Background: an optimization exercise with open tools, aiming at small area, a short achievable clock period and few clock cycles. Do not read the settings as production practice. Only simulation tests tie the RTL to the original design; equivalence was not proved. No activity file was given, so power comes from the tool's default toggle rates.

--- flow/design.v ---
module pcm_sinq (
    input  wire [8:0]  k,
    output reg  [16:0] q
);
    always @(*) begin
        case (k)
            9'd0: q = 17'd0;
            9'd1: q = 17'd201;
            9'd2: q = 17'd402;
            9'd3: q = 17'd603;
            9'd4: q = 17'd804;
            9'd5: q = 17'd1005;
            9'd6: q = 17'd1206;
            9'd7: q = 17'd1407;
            9'd8: q = 17'd1608;
            9'd9: q = 17'd1809;
            9'd10: q = 17'd2009;
            9'd11: q = 17'd2210;
            9'd12: q = 17'd2411;
            9'd13: q = 17'd2611;
            9'd14: q = 17'd2811;
            9'd15: q = 17'd3012;
            9'd16: q = 17'd3212;
            9'd17: q = 17'd3412;
            9'd18: q = 17'd3612;
            9'd19: q = 17'd3812;
            9'd20: q = 17'd4011;
            9'd21: q = 17'd4211;
            9'd22: q = 17'd4410;
            9'd23: q = 17'd4609;
            9'd24: q = 17'd4808;
            9'd25: q = 17'd5007;
            9'd26: q = 17'd5205;
            9'd27: q = 17'd5404;
            9'd28: q = 17'd5602;
            9'd29: q = 17'd5800;
            9'd30: q = 17'd5998;
            9'd31: q = 17'd6195;
            9'd32: q = 17'd6393;
            9'd33: q = 17'd6590;
            9'd34: q = 17'd6787;
            9'd35: q = 17'd6983;
            9'd36: q = 17'd7180;
            9'd37: q = 17'd7376;
            9'd38: q = 17'd7571;
            9'd39: q = 17'd7767;
            9'd40: q = 17'd7962;
            9'd41: q = 17'd8157;
            9'd42: q = 17'd8351;
            9'd43: q = 17'd8546;
            9'd44: q = 17'd8740;
            9'd45: q = 17'd8933;
            9'd46: q = 17'd9127;
            9'd47: q = 17'd9319;
            9'd48: q = 17'd9512;
            9'd49: q = 17'd9704;
            9'd50: q = 17'd9896;
            9'd51: q = 17'd10088;
            9'd52: q = 17'd10279;
            9'd53: q = 17'd10469;
            9'd54: q = 17'd10660;
            9'd55: q = 17'd10850;
            9'd56: q = 17'd11039;
            9'd57: q = 17'd11228;
            9'd58: q = 17'd11417;
            9'd59: q = 17'd11605;
            9'd60: q = 17'd11793;
            9'd61: q = 17'd11980;
            9'd62: q = 17'd12167;
            9'd63: q = 17'd12354;
            9'd64: q = 17'd12540;
            9'd65: q = 17'd12725;
            9'd66: q = 17'd12910;
            9'd67: q = 17'd13095;
            9'd68: q = 17'd13279;
            9'd69: q = 17'd13463;
            9'd70: q = 17'd13646;
            9'd71: q = 17'd13828;
            9'd72: q = 17'd14010;
            9'd73: q = 17'd14192;
            9'd74: q = 17'd14373;
            9'd75: q = 17'd14553;
            9'd76: q = 17'd14733;
            9'd77: q = 17'd14912;
            9'd78: q = 17'd15091;
            9'd79: q = 17'd15269;
            9'd80: q = 17'd15447;
            9'd81: q = 17'd15624;
            9'd82: q = 17'd15800;
            9'd83: q = 17'd15976;
            9'd84: q = 17'd16151;
            9'd85: q = 17'd16326;
            9'd86: q = 17'd16500;
            9'd87: q = 17'd16673;
            9'd88: q = 17'd16846;
            9'd89: q = 17'd17018;
            9'd90: q = 17'd17190;
            9'd91: q = 17'd17361;
            9'd92: q = 17'd17531;
            9'd93: q = 17'd17700;
            9'd94: q = 17'd17869;
            9'd95: q = 17'd18037;
            9'd96: q = 17'd18205;
            9'd97: q = 17'd18372;
            9'd98: q = 17'd18538;
            9'd99: q = 17'd18703;
            9'd100: q = 17'd18868;
            9'd101: q = 17'd19032;
            9'd102: q = 17'd19195;
            9'd103: q = 17'd19358;
            9'd104: q = 17'd19520;
            9'd105: q = 17'd19681;
            9'd106: q = 17'd19841;
            9'd107: q = 17'd20001;
            9'd108: q = 17'd20160;
            9'd109: q = 17'd20318;
            9'd110: q = 17'd20475;
            9'd111: q = 17'd20632;
            9'd112: q = 17'd20788;
            9'd113: q = 17'd20943;
            9'd114: q = 17'd21097;
            9'd115: q = 17'd21251;
            9'd116: q = 17'd21403;
            9'd117: q = 17'd21555;
            9'd118: q = 17'd21706;
            9'd119: q = 17'd21856;
            9'd120: q = 17'd22006;
            9'd121: q = 17'd22154;
            9'd122: q = 17'd22302;
            9'd123: q = 17'd22449;
            9'd124: q = 17'd22595;
            9'd125: q = 17'd22740;
            9'd126: q = 17'd22884;
            9'd127: q = 17'd23028;
            9'd128: q = 17'd23170;
            9'd129: q = 17'd23312;
            9'd130: q = 17'd23453;
            9'd131: q = 17'd23593;
            9'd132: q = 17'd23732;
            9'd133: q = 17'd23870;
            9'd134: q = 17'd24008;
            9'd135: q = 17'd24144;
            9'd136: q = 17'd24279;
            9'd137: q = 17'd24414;
            9'd138: q = 17'd24548;
            9'd139: q = 17'd24680;
            9'd140: q = 17'd24812;
            9'd141: q = 17'd24943;
            9'd142: q = 17'd25073;
            9'd143: q = 17'd25202;
            9'd144: q = 17'd25330;
            9'd145: q = 17'd25457;
            9'd146: q = 17'd25583;
            9'd147: q = 17'd25708;
            9'd148: q = 17'd25833;
            9'd149: q = 17'd25956;
            9'd150: q = 17'd26078;
            9'd151: q = 17'd26199;
            9'd152: q = 17'd26320;
            9'd153: q = 17'd26439;
            9'd154: q = 17'd26557;
            9'd155: q = 17'd26674;
            9'd156: q = 17'd26791;
            9'd157: q = 17'd26906;
            9'd158: q = 17'd27020;
            9'd159: q = 17'd27133;
            9'd160: q = 17'd27246;
            9'd161: q = 17'd27357;
            9'd162: q = 17'd27467;
            9'd163: q = 17'd27576;
            9'd164: q = 17'd27684;
            9'd165: q = 17'd27791;
            9'd166: q = 17'd27897;
            9'd167: q = 17'd28002;
            9'd168: q = 17'd28106;
            9'd169: q = 17'd28209;
            9'd170: q = 17'd28311;
            9'd171: q = 17'd28411;
            9'd172: q = 17'd28511;
            9'd173: q = 17'd28610;
            9'd174: q = 17'd28707;
            9'd175: q = 17'd28803;
            9'd176: q = 17'd28899;
            9'd177: q = 17'd28993;
            9'd178: q = 17'd29086;
            9'd179: q = 17'd29178;
            9'd180: q = 17'd29269;
            9'd181: q = 17'd29359;
            9'd182: q = 17'd29448;
            9'd183: q = 17'd29535;
            9'd184: q = 17'd29622;
            9'd185: q = 17'd29707;
            9'd186: q = 17'd29792;
            9'd187: q = 17'd29875;
            9'd188: q = 17'd29957;
            9'd189: q = 17'd30038;
            9'd190: q = 17'd30118;
            9'd191: q = 17'd30196;
            9'd192: q = 17'd30274;
            9'd193: q = 17'd30350;
            9'd194: q = 17'd30425;
            9'd195: q = 17'd30499;
            9'd196: q = 17'd30572;
            9'd197: q = 17'd30644;
            9'd198: q = 17'd30715;
            9'd199: q = 17'd30784;
            9'd200: q = 17'd30853;
            9'd201: q = 17'd30920;
            9'd202: q = 17'd30986;
            9'd203: q = 17'd31050;
            9'd204: q = 17'd31114;
            9'd205: q = 17'd31177;
            9'd206: q = 17'd31238;
            9'd207: q = 17'd31298;
            9'd208: q = 17'd31357;
            9'd209: q = 17'd31415;
            9'd210: q = 17'd31471;
            9'd211: q = 17'd31527;
            9'd212: q = 17'd31581;
            9'd213: q = 17'd31634;
            9'd214: q = 17'd31686;
            9'd215: q = 17'd31737;
            9'd216: q = 17'd31786;
            9'd217: q = 17'd31834;
            9'd218: q = 17'd31881;
            9'd219: q = 17'd31927;
            9'd220: q = 17'd31972;
            9'd221: q = 17'd32015;
            9'd222: q = 17'd32058;
            9'd223: q = 17'd32099;
            9'd224: q = 17'd32138;
            9'd225: q = 17'd32177;
            9'd226: q = 17'd32214;
            9'd227: q = 17'd32251;
            9'd228: q = 17'd32286;
            9'd229: q = 17'd32319;
            9'd230: q = 17'd32352;
            9'd231: q = 17'd32383;
            9'd232: q = 17'd32413;
            9'd233: q = 17'd32442;
            9'd234: q = 17'd32470;
            9'd235: q = 17'd32496;
            9'd236: q = 17'd32522;
            9'd237: q = 17'd32546;
            9'd238: q = 17'd32568;
            9'd239: q = 17'd32590;
            9'd240: q = 17'd32610;
            9'd241: q = 17'd32629;
            9'd242: q = 17'd32647;
            9'd243: q = 17'd32664;
            9'd244: q = 17'd32679;
            9'd245: q = 17'd32693;
            9'd246: q = 17'd32706;
            9'd247: q = 17'd32718;
            9'd248: q = 17'd32729;
            9'd249: q = 17'd32738;
            9'd250: q = 17'd32746;
            9'd251: q = 17'd32753;
            9'd252: q = 17'd32758;
            9'd253: q = 17'd32762;
            9'd254: q = 17'd32766;
            9'd255: q = 17'd32767;
            9'd256: q = 17'd32768;
            default: q = 17'd0;
        endcase
    end
endmodule
module pcm_muldiv (
    input  wire        clk,
    input  wire        rst,
    input  wire        start,
    input  wire [63:0] ma,
    input  wire [32:0] mb,
    input  wire [5:0]  sh,
    input  wire [31:0] dv,
    output reg         done,
    output reg  [96:0] q,
    output reg  [32:0] r
);
    localparam ST_IDLE = 2'd0, ST_MUL = 2'd1, ST_DIV = 2'd2;
    reg [1:0]  st;
    reg [6:0]  cnt;
    reg [63:0] a_q;
    reg [32:0] b_q;
    reg [5:0]  sh_q;
    reg [31:0] dv_q;
    wire [33:0] rem_sh  = {r, q[96]};
    wire [33:0] rem_sub = rem_sh - {2'b00, dv_q};
    wire        rem_ge  = ~rem_sub[33];
    always @(posedge clk) begin
        if (rst) begin
            st   <= ST_IDLE;
            done <= 1'b0;
        end else begin
            done <= 1'b0;
            case (st)
                ST_IDLE: begin
                    if (start) begin
                        a_q  <= ma;
                        b_q  <= mb;
                        sh_q <= sh;
                        dv_q <= dv;
                        q    <= 97'd0;
                        r    <= 33'd0;
                        cnt  <= 7'd0;
                        st   <= ST_MUL;
                    end
                end
                ST_MUL: begin
                    q   <= (q << 1) + (b_q[32] ? {33'd0, a_q} : 97'd0);
                    b_q <= b_q << 1;
                    if (cnt == 7'd32) begin
                        cnt <= 7'd0;
                        st  <= ST_DIV;
                    end else begin
                        cnt <= cnt + 7'd1;
                    end
                end
                ST_DIV: begin
                    if (cnt == 7'd0) begin
                        q <= q >> sh_q;
                        r <= 33'd0;
                        if (dv_q == 32'd1) begin
                            done <= 1'b1;
                            st   <= ST_IDLE;
                        end else begin
                            cnt <= 7'd1;
                        end
                    end else begin
                        q <= {q[95:0], rem_ge};
                        r <= rem_ge ? rem_sub[32:0] : rem_sh[32:0];
                        if (cnt == 7'd97) begin
                            done <= 1'b1;
                            st   <= ST_IDLE;
                        end else begin
                            cnt <= cnt + 7'd1;
                        end
                    end
                end
                default: st <= ST_IDLE;
            endcase
        end
    end
endmodule
module pcmgen #(
    parameter CAP_BYTES = 128
) (
    input  wire        clk,
    input  wire        rst,
    input  wire        sel,
    input  wire        we,
    input  wire [5:0]  addr,
    input  wire [31:0] wdata,
    output reg  [31:0] rdata
);
    localparam R_ID = 6'h00, R_CAP = 6'h01, R_STATUS = 6'h02, R_ERR = 6'h03,
               R_CMD = 6'h04, R_RATE = 6'h05, R_DEPTH = 6'h06, R_CHANNELS = 6'h07,
               R_LEN = 6'h08, R_SLEN = 6'h09, R_DUR_LO = 6'h0A, R_DUR_HI = 6'h0B,
               R_FREQ = 6'h0C, R_AMP = 6'h0D, R_PHASE = 6'h0E, R_FACTOR = 6'h0F,
               R_IDX = 6'h10, R_CHAN = 6'h11, R_VALUE = 6'h12, R_RESULT = 6'h13,
               R_SEED = 6'h14, R_BUF_ADDR = 6'h15, R_BUF_DATA = 6'h16;
    localparam C_NOP = 32'h00, C_RESET_BUF = 32'h01, C_ALLOC = 32'h02, C_SILENCE = 32'h03,
               C_WRITE_CHAN = 32'h04, C_READ_VAL = 32'h05, C_WRITE_VAL = 32'h06,
               C_GEN_SQUARE = 32'h10, C_GEN_SAW = 32'h11, C_GEN_TRI = 32'h12,
               C_GEN_SINE = 32'h13, C_GEN_NOISE = 32'h14,
               C_ENV_DECAY = 32'h20, C_ENV_FADEIN = 32'h21, C_ENV_FADEOUT = 32'h22;
    localparam E_OK = 3'd0, E_NEGDUR = 3'd1, E_OVERFLOW = 3'd2, E_BADCFG = 3'd3,
               E_ILLEGAL = 3'd4, E_FREQZERO = 3'd5, E_BUFFULL = 3'd6;
    localparam [23:0] S_MAX = 24'hFFFFFF;    
    reg        busy, done;
    reg [2:0]  err;
    reg [31:0] cmd, rate, depth, channels;
    reg [7:0]  len;           
    reg [7:0]  slen;          
    reg [17:0] pbytes;        
    reg [31:0] dur_lo, dur_hi, freq, amp, phase, factor, idx, chan, value, result;
    reg [31:0] lfsr;
    reg [31:0] buf_addr;
    reg [7:0]  mem [0:CAP_BYTES-1];
    wire        d2       = (depth == 32'd2);
    wire        cfg_ok   = (rate != 32'd0) && (depth == 32'd1 || depth == 32'd2) &&
                           (channels != 32'd0) && (channels <= 32'd65535);
    wire [17:0] dc       = d2 ? {channels[16:0], 1'b0} : {1'b0, channels[16:0]};
    wire [7:0]  zero_b   = d2 ? 8'h00 : 8'h80;
    wire [63:0] dd       = {rate, 32'd0};           
    wire [31:0] max_amp  = d2 ? 32'd32767 : 32'd127;
    wire        dur_neg  = dur_hi[31];
    wire [7:0] buf_byte = (buf_addr < {24'd0, len}) ? mem[buf_addr[6:0]] : 8'h00;
    always @(*) begin
        case (addr)
            R_ID:       rdata = 32'h50434D31;
            R_CAP:      rdata = CAP_BYTES;
            R_STATUS:   rdata = busy ? 32'h1 : {28'd0, (len != 8'd0), (err != 3'd0), done, 1'b0};
            R_ERR:      rdata = {29'd0, err};
            R_CMD:      rdata = cmd;
            R_RATE:     rdata = rate;
            R_DEPTH:    rdata = depth;
            R_CHANNELS: rdata = channels;
            R_LEN:      rdata = {24'd0, len};
            R_SLEN:     rdata = cfg_ok ? {24'd0, slen} : 32'd0;
            R_DUR_LO:   rdata = dur_lo;
            R_DUR_HI:   rdata = dur_hi;
            R_FREQ:     rdata = freq;
            R_AMP:      rdata = amp;
            R_PHASE:    rdata = phase;
            R_FACTOR:   rdata = factor;
            R_IDX:      rdata = idx;
            R_CHAN:     rdata = chan;
            R_VALUE:    rdata = value;
            R_RESULT:   rdata = result;
            R_SEED:     rdata = lfsr;
            R_BUF_ADDR: rdata = buf_addr;
            R_BUF_DATA: rdata = {24'd0, buf_byte};
            default:    rdata = 32'd0;
        endcase
    end
    function [39:0] lfsr_byte;
        input [31:0] s;
        integer k;
        reg [31:0] t;
        reg [7:0]  b;
        begin
            t = s;
            for (k = 0; k < 8; k = k + 1) begin
                b[k] = t[0];
                t    = t >> 1;
                if (b[k]) t = t ^ 32'h80200003;
            end
            lfsr_byte = {t, b};
        end
    endfunction
    wire [39:0] lfsr_next = lfsr_byte(lfsr);
    reg  [9:0]  sidx;
    wire [1:0]  squad = sidx[9:8];
    wire [8:0]  sk    = squad[0] ? (9'd256 - {1'b0, sidx[7:0]}) : {1'b0, sidx[7:0]};
    wire [16:0] sinq;
    pcm_sinq u_sinq (.k(sk), .q(sinq));
    reg         md_start;
    reg  [63:0] md_a;
    reg  [32:0] md_b;
    reg  [5:0]  md_sh;
    reg  [31:0] md_dv;
    wire        md_done;
    wire [96:0] md_q;
    wire [32:0] md_r;
    pcm_muldiv u_md (
        .clk(clk), .rst(rst), .start(md_start),
        .ma(md_a), .mb(md_b), .sh(md_sh), .dv(md_dv),
        .done(md_done), .q(md_q), .r(md_r)
    );
    localparam [4:0]
        Q_IDLE    = 5'd0,
        Q_DEC     = 5'd1,
        Q_DUR     = 5'd2,    
        Q_CHK     = 5'd3,    
        Q_SIL     = 5'd4,    
        Q_NFILL   = 5'd5,    
        Q_NRD     = 5'd6,    
        Q_NWAIT   = 5'd7,
        Q_GIA     = 5'd8,    
        Q_GSTEP   = 5'd9,    
        Q_GN0     = 5'd10,   
        Q_GSAMP   = 5'd11,   
        Q_GIDX    = 5'd12,   
        Q_GOUT    = 5'd13,   
        Q_GWR     = 5'd14,   
        Q_ESAMP   = 5'd15,   
        Q_ESCALE  = 5'd16,   
        Q_ECHAN   = 5'd17,   
        Q_EWAIT   = 5'd18,
        Q_GSIN    = 5'd19,   
        Q_FIN     = 5'd20,
        Q_WCH     = 5'd21,
        Q_RV      = 5'd22,
        Q_WV      = 5'd23;
    reg [4:0]  qs;
    reg [2:0]  fin_err;
    reg [23:0] scnt;         
    reg [17:0] bcnt;         
    reg [17:0] p;            
    reg [23:0] n;            
    reg [16:0] c;            
    reg [31:0] ia;           
    reg [63:0] step;         
    reg [64:0] nacc;         
    reg [31:0] outv;         
    reg [32:0] scale;        
    reg        nsign;        
    wire is_nop   = (cmd == C_NOP);
    wire is_rbuf  = (cmd == C_RESET_BUF);
    wire is_alloc = (cmd == C_ALLOC);
    wire is_sil   = (cmd == C_SILENCE);
    wire is_wch   = (cmd == C_WRITE_CHAN);
    wire is_rv    = (cmd == C_READ_VAL);
    wire is_wv    = (cmd == C_WRITE_VAL);
    wire is_sq    = (cmd == C_GEN_SQUARE);
    wire is_saw   = (cmd == C_GEN_SAW);
    wire is_tri   = (cmd == C_GEN_TRI);
    wire is_sine  = (cmd == C_GEN_SINE);
    wire is_noise = (cmd == C_GEN_NOISE);
    wire is_dec   = (cmd == C_ENV_DECAY);
    wire is_fin   = (cmd == C_ENV_FADEIN);
    wire is_fout  = (cmd == C_ENV_FADEOUT);
    wire is_gen   = is_sq | is_saw | is_tri | is_sine;
    wire is_env   = is_dec | is_fin | is_fout;
    wire legal    = is_nop | is_rbuf | is_alloc | is_sil | is_wch | is_rv | is_wv |
                    is_gen | is_noise | is_env;
    wire        rv_in   = ~idx[31] && (idx < {24'd0, slen}) && (chan < channels);
    wire [17:0] rv_off  = idx[7:0] * dc[7:0] + (d2 ? {chan[16:0], 1'b0} : {1'b0, chan[16:0]});
    wire [7:0]  b0      = mem[p[6:0]];
    wire [7:0]  b1      = mem[p[6:0] + 7'd1];
    wire [31:0] rdv     = d2 ? {{16{b1[7]}}, b1, b0} : {24'd0, b0};
    wire [31:0] devv    = rdv - {24'd0, zero_b};              
    wire [31:0] dev_abs = devv[31] ? -devv : devv;
    wire [25:0] bytes_s = scnt[7:0] * dc;
    wire        ovf     = (scnt > 24'd255) || (bytes_s > CAP_BYTES);
    wire [64:0] r_sgn   = ({nacc[63:0], 1'b0} <= {1'b0, dd}) ? nacc : (nacc - {1'b0, dd});
    wire        r_neg   = r_sgn[64];
    wire        r_pos   = ~r_neg && (r_sgn != 65'd0);
    wire [64:0] r_abs   = r_neg ? -r_sgn : r_sgn;
    wire [66:0] r4      = {r_sgn[64], r_sgn, 1'b0} << 1;     
    wire [66:0] tri_t   = r_neg ? (-r4 - {3'd0, dd}) : (r4 - {3'd0, dd});
    wire [66:0] tri_abs = tri_t[66] ? -tri_t : tri_t;
    wire [31:0] ia_abs  = ia[31] ? -ia : ia;
    wire [64:0] n_next  = nacc + {1'b0, step};
    wire [7:0]  lsl     = slen;
    wire        e_act   = is_dec ? (n >= scnt) :
                          is_fin ? (n < scnt) :
                                   ({1'b0, n} + {1'b0, scnt} >= {17'd0, lsl});
    wire [32:0] e_num   = is_fin ? {9'd0, n} : {25'd0, lsl} - {9'd0, n};
    wire [31:0] rslt    = nsign ? -md_q[31:0] : md_q[31:0];
    wire [31:0] new_v   = {24'd0, zero_b} + rslt;
    integer i;
    always @(posedge clk) begin
        if (rst) begin
            busy     <= 1'b0;
            done     <= 1'b0;
            err      <= 3'd0;
            cmd      <= 32'd0;
            rate     <= 32'd0;
            depth    <= 32'd0;
            channels <= 32'd0;
            len      <= 8'd0;
            slen     <= 8'd0;
            pbytes   <= 18'd0;
            dur_lo   <= 32'd0;
            dur_hi   <= 32'd0;
            freq     <= 32'd0;
            amp      <= 32'd0;
            phase    <= 32'd0;
            factor   <= 32'd0;
            idx      <= 32'd0;
            chan     <= 32'd0;
            value    <= 32'd0;
            result   <= 32'd0;
            lfsr     <= 32'd1;
            buf_addr <= 32'd0;
            qs       <= Q_IDLE;
            md_start <= 1'b0;
        end else begin
            md_start <= 1'b0;
            if (sel && we && !busy) begin
                case (addr)
                    R_CMD: begin
                        cmd  <= wdata;
                        busy <= 1'b1;
                        done <= 1'b0;
                        qs   <= Q_DEC;
                    end
                    R_RATE:     if (len == 8'd0) rate     <= wdata;
                    R_DEPTH:    if (len == 8'd0) depth    <= wdata;
                    R_CHANNELS: if (len == 8'd0) channels <= wdata;
                    R_DUR_LO:   dur_lo   <= wdata;
                    R_DUR_HI:   dur_hi   <= wdata;
                    R_FREQ:     freq     <= wdata;
                    R_AMP:      amp      <= wdata;
                    R_PHASE:    phase    <= wdata;
                    R_FACTOR:   factor   <= wdata;
                    R_IDX:      idx      <= wdata;
                    R_CHAN:     chan     <= wdata;
                    R_VALUE:    value    <= wdata;
                    R_SEED:     lfsr     <= wdata;
                    R_BUF_ADDR: buf_addr <= wdata;
                    default: ;
                endcase
            end
            case (qs)
                Q_IDLE: ;
                Q_DEC: begin
                    if (!legal) begin
                        fin_err <= E_ILLEGAL;
                        qs      <= Q_FIN;
                    end else if (is_nop) begin
                        fin_err <= E_OK;
                        qs      <= Q_FIN;
                    end else if (is_rbuf) begin
                        len     <= 8'd0;
                        slen    <= 8'd0;
                        pbytes  <= 18'd0;
                        fin_err <= E_OK;
                        qs      <= Q_FIN;
                    end else if (!cfg_ok) begin
                        fin_err <= E_BADCFG;
                        qs      <= Q_FIN;
                    end else if (is_wch) begin
                        if ({24'd0, len} + depth > CAP_BYTES) begin
                            fin_err <= E_BUFFULL;
                            qs      <= Q_FIN;
                        end else begin
                            p  <= {10'd0, len};
                            qs <= Q_WCH;
                        end
                    end else if (is_rv || is_wv) begin
                        fin_err <= E_OK;
                        if (rv_in) begin
                            p  <= rv_off;
                            qs <= is_rv ? Q_RV : Q_WV;
                        end else begin
                            if (is_rv) result <= 32'd0;
                            qs <= Q_FIN;
                        end
                    end else if (dur_neg) begin
                        fin_err <= E_NEGDUR;
                        qs      <= Q_FIN;
                    end else if (is_gen && freq == 32'd0) begin
                        fin_err <= E_FREQZERO;
                        qs      <= Q_FIN;
                    end else begin
                        md_a     <= {1'b0, dur_hi[30:0], dur_lo};
                        md_b     <= {1'b0, rate};
                        md_sh    <= 6'd0;
                        md_dv    <= 32'd1000000000;
                        md_start <= 1'b1;
                        qs       <= Q_DUR;
                    end
                end
                Q_DUR: begin
                    if (md_done) begin
                        scnt <= (md_q > {73'd0, S_MAX}) ? S_MAX : md_q[23:0];
                        qs   <= Q_CHK;
                    end
                end
                Q_CHK: begin
                    p <= 18'd0;
                    n <= 24'd0;
                    c <= 17'd0;
                    if (is_env) begin
                        scale <= 33'h1_0000_0000;
                        qs    <= Q_ESAMP;
                    end else if (ovf) begin
                        fin_err <= E_OVERFLOW;
                        qs      <= Q_FIN;
                    end else if (is_alloc) begin
                        len     <= 8'd0;
                        slen    <= 8'd0;
                        pbytes  <= 18'd0;
                        fin_err <= E_OK;
                        qs      <= Q_FIN;
                    end else begin
                        bcnt   <= bytes_s[17:0];
                        pbytes <= 18'd0;
                        if (is_sil) begin
                            len  <= bytes_s[7:0];
                            slen <= scnt[7:0];
                            qs   <= Q_SIL;
                        end else if (is_noise) begin
                            len  <= bytes_s[7:0];
                            slen <= scnt[7:0];
                            qs   <= Q_NFILL;
                        end else begin
                            len  <= 8'd0;
                            slen <= 8'd0;
                            md_a     <= {32'd0, amp[31] ? -amp : amp};
                            md_b     <= {1'b0, max_amp};
                            md_sh    <= 6'd16;
                            md_dv    <= 32'd1;
                            md_start <= 1'b1;
                            qs       <= Q_GIA;
                        end
                    end
                end
                Q_SIL: begin
                    if (p == bcnt) begin
                        fin_err <= E_OK;
                        qs      <= Q_FIN;
                    end else begin
                        mem[p[6:0]] <= zero_b;
                        p <= p + 18'd1;
                    end
                end
                Q_NFILL: begin
                    if (p == bcnt) begin
                        p  <= 18'd0;
                        qs <= Q_NRD;
                    end else begin
                        mem[p[6:0]] <= lfsr_next[7:0];
                        lfsr <= lfsr_next[39:8];
                        p <= p + 18'd1;
                    end
                end
                Q_NRD: begin
                    if (p == bcnt) begin
                        fin_err <= E_OK;
                        qs      <= Q_FIN;
                    end else begin
                        md_a     <= {32'd0, dev_abs};
                        md_b     <= {1'b0, amp[31] ? -amp : amp};
                        md_sh    <= 6'd16;
                        md_dv    <= 32'd1;
                        md_start <= 1'b1;
                        nsign    <= devv[31] ^ amp[31];
                        qs       <= Q_NWAIT;
                    end
                end
                Q_NWAIT: begin
                    if (md_done) begin
                        mem[p[6:0]] <= new_v[7:0];
                        if (d2) mem[p[6:0] + 7'd1] <= new_v[15:8];
                        p  <= p + {16'd0, depth[1:0]};
                        qs <= Q_NRD;
                    end
                end
                Q_GIA: begin
                    if (md_done) begin
                        ia <= amp[31] ? -md_q[31:0] : md_q[31:0];
                        md_a     <= {48'd0, freq[31:16]};
                        md_b     <= 33'd1;
                        md_sh    <= 6'd0;
                        md_dv    <= rate;
                        md_start <= 1'b1;
                        qs       <= Q_GSTEP;
                    end
                end
                Q_GSTEP: begin
                    if (md_done) begin
                        step     <= {md_r[31:0], freq[15:0], 16'd0};
                        md_a     <= {32'd0, phase};
                        md_b     <= {1'b0, rate};
                        md_sh    <= 6'd0;
                        md_dv    <= 32'd1;
                        md_start <= 1'b1;
                        qs       <= Q_GN0;
                    end
                end
                Q_GN0: begin
                    if (md_done) begin
                        if (is_tri) begin
                            if ({1'b0, md_q[63:0]} + {3'd0, rate, 30'd0} >= {1'b0, dd})
                                nacc <= {1'b0, md_q[63:0]} + {3'd0, rate, 30'd0} - {1'b0, dd};
                            else
                                nacc <= {1'b0, md_q[63:0]} + {3'd0, rate, 30'd0};
                        end else begin
                            nacc <= {1'b0, md_q[63:0]};
                        end
                        qs <= Q_GSAMP;
                    end
                end
                Q_GSAMP: begin
                    c <= 17'd0;
                    if (n == scnt) begin
                        len     <= bcnt[7:0];
                        slen    <= scnt[7:0];
                        fin_err <= E_OK;
                        qs      <= Q_FIN;
                    end else if (is_sq) begin
                        outv <= r_pos ? ia : -ia;
                        qs   <= Q_GWR;
                    end else if (is_saw) begin
                        md_a     <= r_abs[63:0];
                        md_b     <= {1'b0, ia_abs};
                        md_sh    <= 6'd31;
                        md_dv    <= rate;
                        md_start <= 1'b1;
                        nsign    <= ia[31] ^ r_neg;
                        qs       <= Q_GOUT;
                    end else if (is_tri) begin
                        md_a     <= tri_abs[63:0];
                        md_b     <= {1'b0, ia_abs};
                        md_sh    <= 6'd32;
                        md_dv    <= rate;
                        md_start <= 1'b1;
                        nsign    <= ia[31] ^ tri_t[66];
                        qs       <= Q_GOUT;
                    end else begin
                        md_a     <= nacc[63:0];
                        md_b     <= 33'd1;
                        md_sh    <= 6'd22;
                        md_dv    <= rate;
                        md_start <= 1'b1;
                        qs       <= Q_GIDX;
                    end
                end
                Q_GIDX: begin
                    if (md_done) begin
                        sidx <= md_q[9:0];
                        qs   <= Q_GSIN;
                    end
                end
                Q_GSIN: begin
                    md_a     <= {32'd0, ia_abs};
                    md_b     <= {16'd0, sinq};
                    md_sh    <= 6'd15;
                    md_dv    <= 32'd1;
                    md_start <= 1'b1;
                    nsign    <= ia[31] ^ sidx[9];
                    qs       <= Q_GOUT;
                end
                Q_GOUT: begin
                    if (md_done) begin
                        outv <= rslt;
                        qs   <= Q_GWR;
                    end
                end
                Q_GWR: begin
                    mem[p[6:0]] <= outv[7:0];
                    if (d2) mem[p[6:0] + 7'd1] <= outv[15:8];
                    p <= p + {16'd0, depth[1:0]};
                    if (c + 17'd1 == channels[16:0]) begin
                        n <= n + 24'd1;
                        nacc <= (n_next >= {1'b0, dd}) ? (n_next - {1'b0, dd}) : n_next;
                        qs <= Q_GSAMP;
                    end else begin
                        c <= c + 17'd1;
                    end
                end
                Q_ESAMP: begin
                    c <= 17'd0;
                    if (n >= {16'd0, lsl}) begin
                        fin_err <= E_OK;
                        qs      <= Q_FIN;
                    end else if (!e_act) begin
                        p <= p + dc;
                        n <= n + 24'd1;
                    end else if (is_dec) begin
                        md_a     <= {32'd0, factor};
                        md_b     <= scale;
                        md_sh    <= 6'd32;
                        md_dv    <= 32'd1;
                        md_start <= 1'b1;
                        qs       <= Q_ESCALE;
                    end else begin
                        qs <= Q_ECHAN;
                    end
                end
                Q_ESCALE: begin
                    if (md_done) begin
                        scale <= md_q[32:0];
                        qs    <= Q_ECHAN;
                    end
                end
                Q_ECHAN: begin
                    md_a     <= {32'd0, dev_abs};
                    md_b     <= is_dec ? scale : e_num;
                    md_sh    <= is_dec ? 6'd32 : 6'd0;
                    md_dv    <= is_dec ? 32'd1 : {8'd0, scnt};
                    md_start <= 1'b1;
                    nsign    <= devv[31];
                    qs       <= Q_EWAIT;
                end
                Q_EWAIT: begin
                    if (md_done) begin
                        mem[p[6:0]] <= new_v[7:0];
                        if (d2) mem[p[6:0] + 7'd1] <= new_v[15:8];
                        p <= p + {16'd0, depth[1:0]};
                        if (c + 17'd1 == channels[16:0]) begin
                            n  <= n + 24'd1;
                            qs <= Q_ESAMP;
                        end else begin
                            c  <= c + 17'd1;
                            qs <= Q_ECHAN;
                        end
                    end
                end
                Q_WCH: begin
                    mem[p[6:0]] <= value[7:0];
                    if (d2) mem[p[6:0] + 7'd1] <= value[15:8];
                    len <= len + depth[7:0];
                    if (pbytes + {16'd0, depth[1:0]} == dc) begin
                        pbytes <= 18'd0;
                        slen   <= slen + 8'd1;
                    end else begin
                        pbytes <= pbytes + {16'd0, depth[1:0]};
                    end
                    fin_err <= E_OK;
                    qs      <= Q_FIN;
                end
                Q_RV: begin
                    result <= rdv;
                    qs     <= Q_FIN;
                end
                Q_WV: begin
                    mem[p[6:0]] <= value[7:0];
                    if (d2) mem[p[6:0] + 7'd1] <= value[15:8];
                    qs <= Q_FIN;
                end
                Q_FIN: begin
                    err  <= fin_err;
                    busy <= 1'b0;
                    done <= 1'b1;
                    qs   <= Q_IDLE;
                end
                default: qs <= Q_IDLE;
            endcase
        end
    end
endmodule
--- flow/config.mk ---
export PLATFORM = sky130hd
export DESIGN_NAME = pcmgen
export DESIGN_NICKNAME = pcmgen
export VERILOG_FILES = /design/flow/design.v
export SDC_FILE = /design/flow/constraint.sdc
export NUM_CORES = 8
export LEC_CHECK = 0
export CAP_MARGIN = 20
export CORE_MARGIN = 2
export CORE_UTILIZATION = 35
export SLEW_MARGIN = 20
export SYNTH_MEMORY_MAX_BITS = 16384
--- flow/run.sh ---
#!/bin/bash
# synth_recipe.tcl (not shown) runs the flow's synth.tcl, then flattens the netlist and writes it again
# the make line also repeats each setting of config.mk as NAME=value (left out here)
make -C /OpenROAD-flow-scripts/flow DESIGN_CONFIG=/design/flow/config.mk WORK_HOME=/design/flow/orfs CLKGATE_MAP_FILE= SYNTH_SCRIPT=/design/flow/synth_recipe.tcl finish
--- flow/constraint.sdc ---
create_clock -name core_clock -period 15.0 [get_ports {clk}]
set_input_delay 3.0000 -clock core_clock [delete_from_list [all_inputs] [get_ports {clk}]]
set_output_delay 3.0000 -clock core_clock [all_outputs]
set_load 0.01 [all_outputs]
==> results.sh <==
export IMPL_core_area_mm2=0.505
export IMPL_synth_cell_area_mm2=0.177
export IMPL_ir_drop_mv=0.108
export IMPL_p_seq_frac=0.476
export IMPL_p_leak_nw=70.8
export IMPL_synthArstFlopShare=0
export IMPL_slowest_delay_ns=0.91
export IMPL_slew_violations=0
export IMPL_critPathLaunchType="register"
export IMPL_min_period_over_period=0.790
export IMPL_synth_fp_nets=20296
export IMPL_grt_antenna_before_repair=107
export IMPL_hold_class="reg2reg"
export IMPL_drt_iter0_markers=29345
export IMPL_drive_above_1_share=0.121
export IMPL_hold_viol=0
export IMPL_crit_family="simple AND/OR/NAND/NOR gates"
export IMPL_synth_cell_types=116
export IMPL_num_vias=171544
export IMPL_grt_pass1_wl_um=1240000
export IMPL_drc=0
export IMPL_cts_setup_buffers=0
export IMPL_drtPass1Iterations=9
export IMPL_regToRegSetupSlack_ns=3.16
export IMPL_path_max_fanout=129
export IMPL_min_from="md_dv[19]"
export IMPL_post_cts_resized=0
export IMPL_clk_latency_ns=1.07
export IMPL_netlist_instances=19371
export IMPL_setup_tns_ns=0
export IMPL_grt_max_degree=154
export IMPL_gp_congestion=1.07
export IMPL_track_usage=0.339
export IMPL_power_share_clock=0.501
export IMPL_critical_path_class="reg2reg"
export IMPL_yosysSeqAreaShare=0.358
export IMPL_die_area_mm2=0.511
export IMPL_status="no timing/DRC/antenna violations"
export IMPL_setup_violations_final=0
export IMPL_h_tree_depth=5
export IMPL_fmax_mhz=84.4
export IMPL_hold_buffers=0
export IMPL_layout_min_cycle_time_ns=11.84
export IMPL_final_util=0.387
export IMPL_hold_depth=0
export IMPL_cap_violations=0
export IMPL_grt_overflow=0
export IMPL_ant_nets=0
export IMPL_via_per_inst=6.66
export IMPL_wire_per_inst_um=35.0
export IMPL_clockBufferDepth=4
export IMPL_wirelength_um=902000
export IMPL_cp_required_ns=15.60
export IMPL_synth_warnings=3
export IMPL_maxSlewHeadroom=0.0632
export IMPL_cts_tree="built"
export IMPL_die_height_um=715
export IMPL_power_density_mw_per_mm2=72.7
export IMPL_io_pins=74
export IMPL_reg2reg_depth=31
export IMPL_rr_startpoint="depth[31]"
export IMPL_worst_slew_pin_slew_ns=1.40
export IMPL_synth_enable_flop_cells=1736
export IMPL_combinationalPowerShare=0.023
export IMPL_cp_end_kind="register"
export IMPL_cts_buffers=282
export IMPL_clock_sinks=2294
export IMPL_grt_pass1_vias=154589
export IMPL_ys_flop_type="edfxtp_1"
export IMPL_clock_skew_ns=0.0830
export IMPL_fin_nets=19671
export IMPL_rsz0062_at_grt="no"
export IMPL_clockRootBuffer="clkbuf_16"
export IMPL_arrival_ns=12.45
export IMPL_r2r_end="md_dv[28]"
export IMPL_crit_slowest_cell="nor4_1"
export IMPL_postSynthAreaPerCell_um2=9.14
export IMPL_dp_hpwl_um=645000
export IMPL_sw_frac_of_total=0.240
export IMPL_clk_pin_slew_ns=0.07
export IMPL_port_buffers=73
export IMPL_crit_buf_inv=7
export IMPL_switchingPower_mw=3.40
export IMPL_p_int_mw=10.8
export IMPL_core_rowCount=261
export IMPL_yosys_register_bits=2294
export IMPL_area_delta_synth_final_pct=10.3
export IMPL_hold_path_end="u_md.dv_q[19]"
export IMPL_crit_top_cell="fa_1"
export IMPL_die_w_um=715
export IMPL_initial_utilization=0.351
==> layer usage <==
layer	vias to the layer above	share of wire	GRT usage
met4	78	0.097	0.268
met2	14282	0.40	0.473
met1	83080	0.35	0.418
met3	3397	0.15	0.128
met5	-	0.0011	0.00811
li1	70707	-	-
==> layout by cell type, fill, tap and decap left out, types with 159 or more instances in the layout <==
cell type / count
mux2i_1: 354
and3_1: 195
nor2b_1: 167
nand2_1: 2540
buf_4: 567
fa_1: 159
clkbuf_16: 291
ha_1: 721
xor2_1: 302
dfxtp_1: 548
inv_1: 599
a21o_1: 263
nand3_1: 376
nor3_1: 248
mux4_2: 816
a22oi_1: 173
a21oi_1: 2285
edfxtp_1: 1736
nand4_1: 184
a221oi_1: 177
xnor2_1: 474
o21ai_0: 987
nor2_1: 1809
==> state kept, by name, summed over array words and instances (netlist names), 33 cells and up, named ones only <==
| register | count |
|---|---|
| scale | 33 |
| u_md.a_q | 64 |
| nacc | 65 |
| u_md.b_q | 33 |
| md_a | 64 |
| u_md.q | 97 |
| u_md.r | 33 |
| mem | 1024 |
| md_b | 33 |
| step | 48 |
==> stage by stage <==
step,hold WS [ns],instances,cell area (um2),power (mW),worst slack (ns)
5_1_grt,0.425,25690,195000,14.4,3.08
2_1_floorplan,0.400,19371,177000,7.04,2.32
3_5_place_dp,0.405,25154,185000,7.19,3.55
3_3_place_gp,0.403,25140,185000,7.19,3.46
6_report,0.419,25763,195000,14.2,3.16
4_1_cts,0.418,25661,195000,14.1,3.47
==> cells in the mapped netlist, drive strengths merged (88+ instances only) <==
cell type / number / area, um2
o21ai: 1111 / 5570
nor2: 1855 / 6980
o21a: 88 / 661
and3: 195 / 1220
nor4: 157 / 1010
nand2b: 143 / 895
and2: 158 / 991
a31oi: 133 / 851
clkbuf: 1217 / 4570
or3: 98 / 613
xnor2: 482 / 4230
a22oi: 175 / 1310
a21o: 266 / 2000
nor3: 269 / 1380
ha: 724 / 9060
xor2: 308 / 2700
mux2: 117 / 1320
a221oi: 179 / 1570
mux2i: 360 / 3620
inv: 605 / 2270
fa: 159 / 3180
nor2b: 170 / 1060
a21oi: 2296 / 11500
nand3: 379 / 1900
mux4: 816 / 18400
buf: 365 / 1830
o211ai: 121 / 913
nand2: 2558 / 9600
dfxtp: 558 / 11200
a22o: 108 / 946
o22ai: 158 / 988
a211oi: 144 / 1080
nand4: 184 / 1150
edfxtp: 1736 / 52100
==> kinds of logic after synthesis <==
group / Yosys count / synth area share
compound gates: 5542 / 0.193
simple gates: 6376 / 0.161
flops: 2294 / 0.358
mux: 1293 / 0.132
xor+xnor: 790 / 0.0391
fa+ha+maj: 883 / 0.0692
buf+inv: 2193 / 0.0492
==> power by group through the flow <==
stage               Sequential, mW  Combinational [mW]  Clock (mW)
floorplan                     6.88               0.163           0
global placement              6.89               0.302           0
detailed placement            6.89               0.303           0
CTS                           6.75               0.304        7.07
global route                  6.75               0.326        7.29
finish                        6.75               0.326        7.11
==> layout make-up <==
| class | instances | area (um2) |
|---|---|---|
| Antenna cell | 88 | 220 |
| Clock buffer | 375 | 7750 |
| Clock inverter | 132 | 1390 |
| Fill cell | 50323 | 309000 |
| Inverter | 610 | 2290 |
| Multi-Input combinational cell | 14884 | 106000 |
| Sequential cell | 2294 | 63300 |
| Tap cell | 6706 | 8390 |
| Timing Repair Buffer | 674 | 5560 |
==> worst register-to-register path: cells and delay by family (launching register included) <==
family                     cells  cell delay [ns]
DFF                            1             0.36
AOI/OAI and AO/OA              5             1.26
xor gates and xnor gates       1             0.20
and+or+nand+nor               12             3.94
adders and majority gates      5             2.50
muxes                          1             0.79
buffers and inverters          7             2.22
==> worst max path at each step <==
| stage | start | end | slack [ns] | depth (start not counted) |
|---|---|---|---|---|
| 6_report | depth[31] | md_dv[28] | 3.16 | 31 |
| 5_1_grt | depth[31] | md_dv[28] | 3.08 | 31 |
| 3_5_place_dp | depth[31] | md_a[57] | 3.55 | 31 |
| 3_3_place_gp | depth[31] | slen[0] | 3.46 | 30 |
| 2_1_floorplan | depth[12] | md_a[0] | 2.32 | 32 |
| 4_1_cts | depth[2] | md_a[47] | 3.47 | 31 |
Testbench counts, summed over its fixed seeds: cycles 1,087,222.

-- separate check: timing with driven ports --
The results above use ideal ports. As a check the final layout listed here was re-extracted and re-timed, cells and wires unchanged. Step 1 assumes that a clkbuf_16 drives the clock port and a buf_2 every other input. Step 2, shift: input delay + t, output delay - t, t = (earliest + latest rising clock arrival at the registers) / 2. This alone moves slack from input paths to output paths. Three values: ideal, step 1, step 2; two values: the first two.
t (ns): 1.130
slack for setup (ns): 3.156 / 3.156 / 3.156
hold slack, ns: 0.419 / 0.419 / 0.419
slew at the worst register clock pin (ns): 0.07 / 0.07
worst data-port slew with drivers (ns): 0.41
After both steps setup and hold are still met in this run. For this run, drivers alone change the setup slack by 0.000 ns; drivers and shift together by 0.000 ns.
